This is an optimization exercise on Yosys and OpenROAD, whose aim is small area, a short achievable clock period and few clock cycles, not a production implementation.
Where RTL was checked, it was by simulation tests only, not by an equivalence proof against the original.
No activity file was given, so power comes from the tool's default toggle rates.

==> run a <==
## gfce_codec
module gfce_codec (
    input  wire       clk,
    input  wire       rst,
    input  wire       tx_req_valid,
    output wire       tx_req_ready,
    input  wire [7:0] tx_req_dest,
    input  wire [7:0] tx_req_cmd,
    input  wire [7:0] tx_req_plen,
    input  wire       tx_pl_valid,
    output wire       tx_pl_ready,
    input  wire [7:0] tx_pl_data,
    output wire       tx_out_valid,
    input  wire       tx_out_ready,
    output wire [7:0] tx_out_data,
    output wire       tx_done,
    output wire [3:0] tx_done_status,
    output wire [7:0] tx_done_inserted,
    input  wire       rx_in_valid,
    output wire       rx_in_ready,
    input  wire [7:0] rx_in_data,
    output wire       rx_pl_valid,
    output wire [7:0] rx_pl_data,
    output wire       rx_done,
    output wire [3:0] rx_status,
    output wire [7:0] rx_dest,
    output wire [7:0] rx_len,
    output wire [7:0] rx_src,
    output wire [7:0] rx_cmd
);
==> module gfce_rx, before the edit <==
module gfce_rx (
    input  wire       clk,
    input  wire       rst,
    input  wire       in_valid,
    output wire       in_ready,
    input  wire [7:0] in_data,
    output reg        pl_valid,
    output reg  [7:0] pl_data,
    output reg        done,
    output wire [3:0] status,
    output wire [7:0] msg_dest,
    output wire [7:0] msg_len,
    output wire [7:0] msg_src,
    output wire [7:0] msg_cmd
);
    localparam [7:0] ESC = 8'hE0, SOF = 8'hE2, EOF = 8'hE3;
    localparam [7:0] RX_LIMIT = 8'd255;    
    localparam [15:0] CRC_SOF = 16'hC4FF;  
    localparam [2:0] ST_OK = 3'h0, ST_LENGTH = 3'h3, ST_CHECKSUM = 3'h4,
                     ST_TRUNC = 3'h6, ST_UNREC = 3'h7;
    reg [7:0]  idx;         
    reg        escp;        
    reg        escerr;      
    reg [15:0] crc;         
    reg [7:0]  d1, d2;      
    reg [7:0]  b_dest, b_len, b_src, b_cmd;
    reg [2:0]  st;
    assign in_ready = 1'b1;
    assign status   = {1'b0, st};
    assign msg_dest = b_dest;
    assign msg_len  = b_len;
    assign msg_src  = b_src;
    assign msg_cmd  = b_cmd;
    wire [15:0] crc_cur = (idx == 8'd2) ? CRC_SOF : crc;
    wire [15:0] crc_next;
    gfce_crc_byte u_crc (.crc_in(crc_cur), .data(d2), .crc_out(crc_next));
    wire is_sof = (in_data == SOF);
    wire is_eof = (in_data == EOF);
    wire is_esc = (in_data == ESC);
    wire [7:0] value    = {in_data[7:6], in_data[5] ^ escp, in_data[4:0]};
    wire       reserved = (value[7:2] == 6'b111000);
    wire       other    = in_valid && !is_sof && !is_eof && !is_esc;
    wire       store    = other && (idx != RX_LIMIT);
    reg [2:0] eof_status;
    always @(*) begin
        if (escerr)
            eof_status = ST_UNREC;
        else if (escp)
            eof_status = ST_TRUNC;
        else if (idx < 8'd2)
            eof_status = ST_LENGTH;
        else if ({1'b0, b_len} != {1'b0, idx} + 9'd2)
            eof_status = ST_LENGTH;
        else if (crc_cur != {d2, d1})
            eof_status = ST_CHECKSUM;
        else if (b_len < 8'd8)
            eof_status = ST_LENGTH;
        else
            eof_status = ST_OK;
    end
    always @(posedge clk) begin
        if (rst) begin
            idx      <= 8'd0;
            escp     <= 1'b0;
            escerr   <= 1'b0;
            pl_valid <= 1'b0;
            done     <= 1'b0;
        end else begin
            done     <= in_valid && is_eof;
            pl_valid <= store && (idx >= 8'd6);
            if (in_valid) begin
                if (is_sof || is_eof) begin
                    idx    <= 8'd0;
                    escp   <= 1'b0;
                    escerr <= 1'b0;
                end else if (is_esc) begin
                    if (escp)
                        escerr <= 1'b1;
                    escp <= 1'b1;
                end else begin
                    escp <= 1'b0;
                    if (escp && !reserved)
                        escerr <= 1'b1;
                    if (store)
                        idx <= idx + 8'd1;
                end
            end
        end
    end
    always @(posedge clk) begin
        pl_data <= d2;
        if (in_valid && is_eof)
            st <= eof_status;
        if (store) begin
            d1 <= value;
            d2 <= d1;
            if (idx >= 8'd2)
                crc <= crc_next;
            case (idx)
                8'd0: b_dest <= value;
                8'd1: b_len  <= value;
                8'd2: b_src  <= value;
                8'd3: b_cmd  <= value;
                default: ;
            endcase
        end
    end
endmodule
Settings: LEC_CHECK=0, CAP_MARGIN=20, CORE_MARGIN=2, CORE_UTILIZATION=40, SETUP_SLACK_MARGIN=2.0, SLEW_MARGIN=20; clock period 4.0 ns.
run.sh (not shown) runs the stock make flow with config.mk's settings and CLKGATE_MAP_FILE= SYNTH_SCRIPT=/design/flow/synth_recipe.tcl, a recipe that flattens the netlist after the stock synthesis.
==> run b: changes against run a <==
==> flow/design.v (replaced) <==
module gfce_crc_byte (
    input  wire [15:0] crc_in,
    input  wire [7:0]  data,
    output reg  [15:0] crc_out
);
    integer i;
    always @(*) begin
        crc_out = crc_in ^ {8'h00, data};
        for (i = 0; i < 8; i = i + 1) begin
            if (crc_out[0])
                crc_out = (crc_out >> 1) ^ 16'h8408;
            else
                crc_out = crc_out >> 1;
        end
    end
endmodule
module gfce_tx #(
    parameter [7:0] LOCAL_ADDR = 8'h42
) (
    input  wire       clk,
    input  wire       rst,
    input  wire       req_valid,
    output wire       req_ready,
    input  wire [7:0] req_dest,
    input  wire [7:0] req_cmd,
    input  wire [7:0] req_plen,
    input  wire       pl_valid,
    output wire       pl_ready,
    input  wire [7:0] pl_data,
    output wire       out_valid,
    input  wire       out_ready,
    output wire [7:0] out_data,
    output reg        done,
    output wire [3:0] done_status,
    output wire [7:0] done_inserted
);
    localparam [7:0] ESC = 8'hE0, ACK = 8'hE1, SOF = 8'hE2, EOF = 8'hE3;
    localparam [15:0] CRC_SOF = 16'hC4FF;    
    reg s_start, s_dest, s_len, s_src, s_cmd, s_pay, s_crch, s_crcl, s_eof, s_ack, s_wait, s_rej;
    reg        hv, sv;         
    reg [7:0]  h, s;
    reg        pend;           
    reg [1:0]  pend_lo;        
    reg [15:0] crc;            
    reg [7:0]  count;          
    reg [7:0]  inserted;       
    reg        rej;            
    wire gen = !sv;                  
    wire pop = hv && out_ready;
    assign out_valid     = hv;
    assign out_data      = h;
    assign done_status   = {rej, 3'b000};
    assign done_inserted = inserted;
    function automatic is_res(input [7:0] b);
        is_res = (b[7:2] == 6'b111000);
    endfunction
    wire       too_long = (req_plen[7:3] == 5'b11111);    
    wire [7:0] fc = ({8{s_dest}} & req_dest) | ({8{s_len}} & count) |
                    ({8{s_src}} & LOCAL_ADDR) | ({8{s_cmd}} & req_cmd) |
                    ({8{s_pay}} & pl_data);
    wire [7:0] fb = fc | ({8{s_crch}} & crc[15:8]) | ({8{s_crcl}} & crc[7:0]);
    wire res = (s_dest && is_res(req_dest)) || (s_len && is_res(count)) ||
               (s_cmd && is_res(req_cmd)) || (s_pay && is_res(pl_data)) ||
               (s_crch && is_res(crc[15:8])) || (s_crcl && is_res(crc[7:0]));
    wire [15:0] crc_next;
    gfce_crc_byte u_crc (.crc_in(crc), .data(fc), .crc_out(crc_next));
    wire interior = s_dest || s_len || s_src || s_cmd || s_pay || s_crch || s_crcl;
    wire ready_st = (interior && !s_pay) || (s_pay && pl_valid) || s_eof || s_ack;
    wire go       = gen && !pend;
    wire proc     = go && ready_st;                           
    wire start    = gen && s_start && req_valid && !too_long;  
    wire reject   = s_start && req_valid && too_long;
    wire ack_gone = s_wait && pop && !sv;    
    wire esc_now  = proc && res;
    wire push     = gen && (pend || ready_st || (s_start && req_valid && !too_long));
    assign req_ready = (s_cmd && go) || s_rej;
    assign pl_ready  = s_pay && go;
    reg [7:0] pb;
    always @(*) begin
        if (pend)
            pb = {6'b110000, pend_lo};
        else if (s_start)
            pb = SOF;
        else if (s_eof)
            pb = EOF;
        else if (s_ack)
            pb = ACK;
        else if (res)
            pb = ESC;
        else
            pb = fb;
    end
    always @(posedge clk) begin
        if (rst) begin
            s_start <= 1'b1;
            s_dest  <= 1'b0;
            s_len   <= 1'b0;
            s_src   <= 1'b0;
            s_cmd   <= 1'b0;
            s_pay   <= 1'b0;
            s_crch  <= 1'b0;
            s_crcl  <= 1'b0;
            s_eof   <= 1'b0;
            s_ack   <= 1'b0;
            s_rej   <= 1'b0;
            s_wait  <= 1'b0;
            hv      <= 1'b0;
            sv      <= 1'b0;
            pend    <= 1'b0;
            done    <= 1'b0;
        end else begin
            done <= ack_gone || s_rej;
            if (pop) begin
                if (sv) sv <= 1'b0;
                else if (!push) hv <= 1'b0;
            end else if (push) begin
                if (hv) sv <= 1'b1;
                else hv <= 1'b1;
            end
            if (gen) begin
                if (pend) pend <= 1'b0;
                else if (esc_now) pend <= 1'b1;
            end
            if (start) begin
                s_start <= 1'b0;
                s_dest  <= 1'b1;
            end
            if (reject) begin
                s_start <= 1'b0;
                s_rej   <= 1'b1;
            end
            if (s_rej || ack_gone) begin
                s_rej   <= 1'b0;
                s_wait  <= 1'b0;
                s_start <= 1'b1;
            end
            if (proc) begin
                s_dest <= 1'b0;
                s_len  <= s_dest;
                s_src  <= s_len;
                s_cmd  <= s_src;
                s_crcl <= s_crch;
                s_eof  <= s_crcl;
                s_ack  <= s_eof;
                if (s_ack) s_wait <= 1'b1;
                if (s_cmd) begin
                    s_pay  <= (count != 8'd8);
                    s_crch <= (count == 8'd8);
                end else begin
                    s_pay  <= s_pay && (count != 8'd9);
                    s_crch <= s_pay && (count == 8'd9);
                end
            end
        end
    end
    always @(posedge clk) begin
        rej <= s_rej;
        if (pop) begin
            if (sv) h <= s;
            else if (push) h <= pb;
        end else if (push) begin
            if (hv) s <= pb;
            else h <= pb;
        end
        if (!pend) pend_lo <= fb[1:0];
        if (start)
            crc <= CRC_SOF;
        else if (proc && (s_dest || s_len || s_src || s_cmd || s_pay))
            crc <= crc_next;
        if (start)
            inserted <= 8'd0;
        else if (pend && gen)
            inserted <= inserted + 8'd1;
        if (s_start)
            count <= {req_plen[7:3] + 5'd1, req_plen[2:0]};
        else if (proc && s_pay)
            count <= count - 8'd1;
    end
endmodule
module gfce_rx (
    input  wire       clk,
    input  wire       rst,
    input  wire       in_valid,
    output wire       in_ready,
    input  wire [7:0] in_data,
    output reg        pl_valid,
    output reg  [7:0] pl_data,
    output reg        done,
    output wire [3:0] status,
    output wire [7:0] msg_dest,
    output wire [7:0] msg_len,
    output wire [7:0] msg_src,
    output wire [7:0] msg_cmd
);
    localparam [7:0] ESC = 8'hE0, SOF = 8'hE2, EOF = 8'hE3;
    localparam [7:0] RX_LIMIT = 8'd255;    
    localparam [15:0] CRC_SOF = 16'hC4FF;  
    reg [7:0]  idx;         
    reg        escp;        
    reg        escerr;      
    reg        len_ok;      
    reg        early;       
    reg [15:0] crc;         
    reg [7:0]  d1, d2;      
    reg [7:0]  b_dest, b_len, b_src, b_cmd;
    reg [2:0]  st;
    assign in_ready = 1'b1;
    assign status   = {1'b0, st};
    assign msg_dest = b_dest;
    assign msg_len  = b_len;
    assign msg_src  = b_src;
    assign msg_cmd  = b_cmd;
    wire [15:0] crc_next;
    gfce_crc_byte u_crc (.crc_in(crc), .data(d2), .crc_out(crc_next));
    wire is_sof = (in_data == SOF);
    wire is_eof = (in_data == EOF);
    wire is_esc = (in_data == ESC);
    wire [7:0] value    = {in_data[7:6], in_data[5] ^ escp, in_data[4:0]};
    wire       reserved = (value[7:2] == 6'b111000);
    wire       other    = in_valid && !is_sof && !is_eof && !is_esc;
    wire       store    = other && (idx != RX_LIMIT);
    wire       restart  = in_valid && (is_sof || is_eof);
    wire len_bad = (idx[7:1] == 7'd0) || !len_ok;
    wire crc_bad = (crc != {d2, d1});
    wire lowlen   = (b_len[7:3] == 5'd0);
    wire lsmall  = len_bad || (!crc_bad && lowlen);
    wire [2:0] eof_status = {escerr || escp || (!len_bad && crc_bad),
                             escerr || escp || lsmall,
                             escerr || (!escp && lsmall)};
    always @(posedge clk) begin
        if (rst) begin
            idx      <= 8'd0;
            escp     <= 1'b0;
            escerr   <= 1'b0;
            pl_valid <= 1'b0;
            done     <= 1'b0;
            early    <= 1'b1;
        end else begin
            done     <= in_valid && is_eof;
            pl_valid <= store && (idx >= 8'd6);
            if (restart) begin
                early  <= 1'b1;
                idx    <= 8'd0;
                escp   <= 1'b0;
                escerr <= 1'b0;
            end else if (in_valid && is_esc) begin
                if (escp)
                    escerr <= 1'b1;
                escp <= 1'b1;
            end else if (other) begin
                escp <= 1'b0;
                if (escp && !reserved)
                    escerr <= 1'b1;
                if (store)
                    idx <= idx + 8'd1;
                if (store && idx[1:0] == 2'd3)
                    early <= 1'b0;
            end
        end
    end
    always @(posedge clk) begin
        pl_data <= d2;
        if (in_valid && is_eof)
            st <= eof_status;
        if (rst || restart)
            crc <= CRC_SOF;
        else if (store && (idx >= 8'd2))
            crc <= crc_next;
        if (store) begin
            d1 <= value;
            d2 <= d1;
            if (idx == 8'd1)
                len_ok <= (value == 8'd4);
            else
                len_ok <= ({1'b0, b_len} == {1'b0, idx} + 9'd3);
            if (early) begin
                case (idx[1:0])
                    2'd0: b_dest <= value;
                    2'd1: b_len  <= value;
                    2'd2: b_src  <= value;
                    2'd3: b_cmd  <= value;
                endcase
            end
        end
    end
endmodule
module gfce_codec (
    input  wire       clk,
    input  wire       rst,
    input  wire       tx_req_valid,
    output wire       tx_req_ready,
    input  wire [7:0] tx_req_dest,
    input  wire [7:0] tx_req_cmd,
    input  wire [7:0] tx_req_plen,
    input  wire       tx_pl_valid,
    output wire       tx_pl_ready,
    input  wire [7:0] tx_pl_data,
    output wire       tx_out_valid,
    input  wire       tx_out_ready,
    output wire [7:0] tx_out_data,
    output wire       tx_done,
    output wire [3:0] tx_done_status,
    output wire [7:0] tx_done_inserted,
    input  wire       rx_in_valid,
    output wire       rx_in_ready,
    input  wire [7:0] rx_in_data,
    output wire       rx_pl_valid,
    output wire [7:0] rx_pl_data,
    output wire       rx_done,
    output wire [3:0] rx_status,
    output wire [7:0] rx_dest,
    output wire [7:0] rx_len,
    output wire [7:0] rx_src,
    output wire [7:0] rx_cmd
);
    gfce_tx #(.LOCAL_ADDR(8'h42)) u_tx (
        .clk(clk), .rst(rst),
        .req_valid(tx_req_valid), .req_ready(tx_req_ready),
        .req_dest(tx_req_dest), .req_cmd(tx_req_cmd), .req_plen(tx_req_plen),
        .pl_valid(tx_pl_valid), .pl_ready(tx_pl_ready), .pl_data(tx_pl_data),
        .out_valid(tx_out_valid), .out_ready(tx_out_ready), .out_data(tx_out_data),
        .done(tx_done), .done_status(tx_done_status), .done_inserted(tx_done_inserted)
    );
    gfce_rx u_rx (
        .clk(clk), .rst(rst),
        .in_valid(rx_in_valid), .in_ready(rx_in_ready), .in_data(rx_in_data),
        .pl_valid(rx_pl_valid), .pl_data(rx_pl_data),
        .done(rx_done), .status(rx_status),
        .msg_dest(rx_dest), .msg_len(rx_len), .msg_src(rx_src), .msg_cmd(rx_cmd)
    );
endmodule
==> flow/flow/run.sh (new file) <==
#!/bin/bash
set -euo pipefail
export BUFFER_PORTS_ARGS="-buffer_cell sky130_fd_sc_hd__buf_1"
bash standard.sh > standard_flow.log 2>&1
==> flow/standard.sh (new file) <==
#!/bin/bash
# synth_recipe.tcl (not shown) runs the flow's synth.tcl, then flattens the netlist and writes it again
# the make line also repeats each setting of config.mk as NAME=value (left out here)
make -C /OpenROAD-flow-scripts/flow DESIGN_CONFIG=/design/flow/config.mk WORK_HOME=/design/flow/orfs CLKGATE_MAP_FILE= SYNTH_SCRIPT=/design/flow/synth_recipe.tcl "${@:-finish}"
--- a/flow/config.mk
+++ b/flow/config.mk
@@ -5,8 +5,9 @@
 export SDC_FILE = /design/flow/constraint.sdc
 export NUM_CORES = 4
 export LEC_CHECK = 0
 export CAP_MARGIN = 20
 export CORE_MARGIN = 2
 export CORE_UTILIZATION = 40
-export SETUP_SLACK_MARGIN = 2.0
+export CTS_BUF_LIST = sky130_fd_sc_hd__clkbuf_8
+export SETUP_SLACK_MARGIN = 2.1
 export SLEW_MARGIN = 20
removed: flow/run.sh
==> run c: changes against run a <==
--- a/flow/design.v
+++ b/flow/design.v
@@ -175,92 +175,85 @@
     output wire [7:0] msg_src,
     output wire [7:0] msg_cmd
 );
     localparam [7:0] ESC = 8'hE0, SOF = 8'hE2, EOF = 8'hE3;
     localparam [7:0] RX_LIMIT = 8'd255;    
     localparam [15:0] CRC_SOF = 16'hC4FF;  
-    localparam [2:0] ST_OK = 3'h0, ST_LENGTH = 3'h3, ST_CHECKSUM = 3'h4,
-                     ST_TRUNC = 3'h6, ST_UNREC = 3'h7;
     reg [7:0]  idx;         
     reg        escp;        
     reg        escerr;      
+    reg        len_ok;      
     reg [15:0] crc;         
     reg [7:0]  d1, d2;      
     reg [7:0]  b_dest, b_len, b_src, b_cmd;
     reg [2:0]  st;
     assign in_ready = 1'b1;
     assign status   = {1'b0, st};
     assign msg_dest = b_dest;
     assign msg_len  = b_len;
     assign msg_src  = b_src;
     assign msg_cmd  = b_cmd;
-    wire [15:0] crc_cur = (idx == 8'd2) ? CRC_SOF : crc;
     wire [15:0] crc_next;
-    gfce_crc_byte u_crc (.crc_in(crc_cur), .data(d2), .crc_out(crc_next));
+    gfce_crc_byte u_crc (.crc_in(crc), .data(d2), .crc_out(crc_next));
     wire is_sof = (in_data == SOF);
     wire is_eof = (in_data == EOF);
     wire is_esc = (in_data == ESC);
     wire [7:0] value    = {in_data[7:6], in_data[5] ^ escp, in_data[4:0]};
     wire       reserved = (value[7:2] == 6'b111000);
     wire       other    = in_valid && !is_sof && !is_eof && !is_esc;
     wire       store    = other && (idx != RX_LIMIT);
-    reg [2:0] eof_status;
-    always @(*) begin
-        if (escerr)
-            eof_status = ST_UNREC;
-        else if (escp)
-            eof_status = ST_TRUNC;
-        else if (idx < 8'd2)
-            eof_status = ST_LENGTH;
-        else if ({1'b0, b_len} != {1'b0, idx} + 9'd2)
-            eof_status = ST_LENGTH;
-        else if (crc_cur != {d2, d1})
-            eof_status = ST_CHECKSUM;
-        else if (b_len < 8'd8)
-            eof_status = ST_LENGTH;
-        else
-            eof_status = ST_OK;
-    end
+    wire       restart  = in_valid && (is_sof || is_eof);
+    wire len_bad = (idx[7:1] == 7'd0) || !len_ok;
+    wire crc_bad = (crc != {d2, d1});
+    wire lowlen   = (b_len[7:3] == 5'd0);
+    wire lsmall  = len_bad || (!crc_bad && lowlen);
+    wire [2:0] eof_status = {escerr || escp || (!len_bad && crc_bad),
+                             escerr || escp || lsmall,
+                             escerr || (!escp && lsmall)};
     always @(posedge clk) begin
         if (rst) begin
             idx      <= 8'd0;
             escp     <= 1'b0;
             escerr   <= 1'b0;
             pl_valid <= 1'b0;
             done     <= 1'b0;
         end else begin
             done     <= in_valid && is_eof;
             pl_valid <= store && (idx >= 8'd6);
-            if (in_valid) begin
-                if (is_sof || is_eof) begin
-                    idx    <= 8'd0;
-                    escp   <= 1'b0;
-                    escerr <= 1'b0;
-                end else if (is_esc) begin
-                    if (escp)
-                        escerr <= 1'b1;
-                    escp <= 1'b1;
-                end else begin
-                    escp <= 1'b0;
-                    if (escp && !reserved)
-                        escerr <= 1'b1;
-                    if (store)
-                        idx <= idx + 8'd1;
-                end
+            if (restart) begin
+                idx    <= 8'd0;
+                escp   <= 1'b0;
+                escerr <= 1'b0;
+            end else if (in_valid && is_esc) begin
+                if (escp)
+                    escerr <= 1'b1;
+                escp <= 1'b1;
+            end else if (other) begin
+                escp <= 1'b0;
+                if (escp && !reserved)
+                    escerr <= 1'b1;
+                if (store)
+                    idx <= idx + 8'd1;
             end
         end
     end
     always @(posedge clk) begin
         pl_data <= d2;
         if (in_valid && is_eof)
             st <= eof_status;
+        if (rst || restart)
+            crc <= CRC_SOF;
+        else if (store && (idx >= 8'd2))
+            crc <= crc_next;
         if (store) begin
             d1 <= value;
             d2 <= d1;
-            if (idx >= 8'd2)
-                crc <= crc_next;
+            if (idx == 8'd1)
+                len_ok <= (value == 8'd4);
+            else
+                len_ok <= ({1'b0, b_len} == {1'b0, idx} + 9'd3);
             case (idx)
                 8'd0: b_dest <= value;
                 8'd1: b_len  <= value;
                 8'd2: b_src  <= value;
                 8'd3: b_cmd  <= value;
                 default: ;
--- a/flow/config.mk
+++ b/flow/config.mk
@@ -5,8 +5,8 @@
 export SDC_FILE = /design/flow/constraint.sdc
 export NUM_CORES = 4
 export LEC_CHECK = 0
 export CAP_MARGIN = 20
 export CORE_MARGIN = 2
 export CORE_UTILIZATION = 40
-export SETUP_SLACK_MARGIN = 2.0
+export SETUP_SLACK_MARGIN = 1.5
 export SLEW_MARGIN = 20
==> comparison <==
Run b went through all stages and came out clean. Run c finished clean. Run a ran to the end with no violations.
Between run c and run b, the lower fmax is in run c (gap 17%, measured against run b).
In run c the synthesized cell count is lower than in run b, by 5.9%.
The lowest sequential cell count belongs to run a, the highest to run b.
Of run b and run c, run b has the higher cell count (gap about 8%, measured against run c).
Clock skew: run c is lower than run a (0.0030 ns).
First-iteration DRC count: run c < run b < run a.
==> figures <==
| item | run a | run c | run b |
|---|---|---|---|
| Worst hold slack across all endpoints | 0.4977 ns | 0.4443 ns | 0.4092 ns |
| Power share of the sequential group | 42.9% | 44.4% | 48.9% |
| R2R Path End | u_rx.st[2]$_SDFFCE_PP1P_ | u_tx.h[7]$_SDFFCE_PP1P_ | u_tx.crc[8]$_SDFFE_PP0P_ |
| Sequential share of cell area | 35.50% | 40.19% | 43.74% |
| Chip height | 136.2 um | 134.9 um | 138.0 um |
| Largest net degree at the start of global routing | 18 | 25 | 25 |
| WHS Endpoint | u_tx.inserted[7]$_SDFFE_PP0P_ | u_rx.pl_data[5]$_DFF_P_ | u_tx.rej$_DFF_P_ |
| Cells after DPL | 980 | 944 | 983 |
| Multi-input gate share of total cell area | 38.31% | 36.00% | 38.63% |
| Post-place setup slack | 0.6074 ns | 0.6655 ns | 1.092 ns |
| Result of the run | timing/DRC/antenna clean | timing/DRC/antenna clean | timing/DRC/antenna clean |
| Worst Setup Slack, final | 1.435 ns | 1.545 ns | 1.952 ns |
| Post-Synthesis Mean Instance Area | 10.46 um2 | 10.80 um2 | 10.66 um2 |
| Number of buffer and inverter stages on the critical path | 1 | 2 | 1 |
Testbench counts of run c, summed over its fixed seeds: cycles 18,293.
Only the layout flow was run in run a and run b; the RTL was not checked for function there.

-- separate check: timing with driven ports --
Ports are ideal in the flow. The routed layouts listed here were re-timed in OpenROAD. Step 1: set_driving_cell puts a clkbuf_16 on clk and a buf_2 on each other input, an assumption about the parent block. Step 2 times the ports against the registers' clock, not the clock port: input delays grow and output delays shrink by t, the midpoint of the rising clock arrivals with the driver on. Slacks: no drivers / after step 1 / after step 2; pairs: no drivers / after step 1.
run	shift t [ns]	setup WS [ns]	worst register clock-pin slew, ns
run a	0.472	1.435 / 1.435 / 1.380	0.07 / 0.07
run b	0.498	1.952 / 1.911 / 1.567	0.09 / 0.09
run c	0.462	1.545 / 1.512 / 1.106	0.06 / 0.06
After both steps every run listed still meets setup and hold. For run c, which loses most, drivers alone change the setup slack by -0.033 ns; drivers and shift together by -0.439 ns.
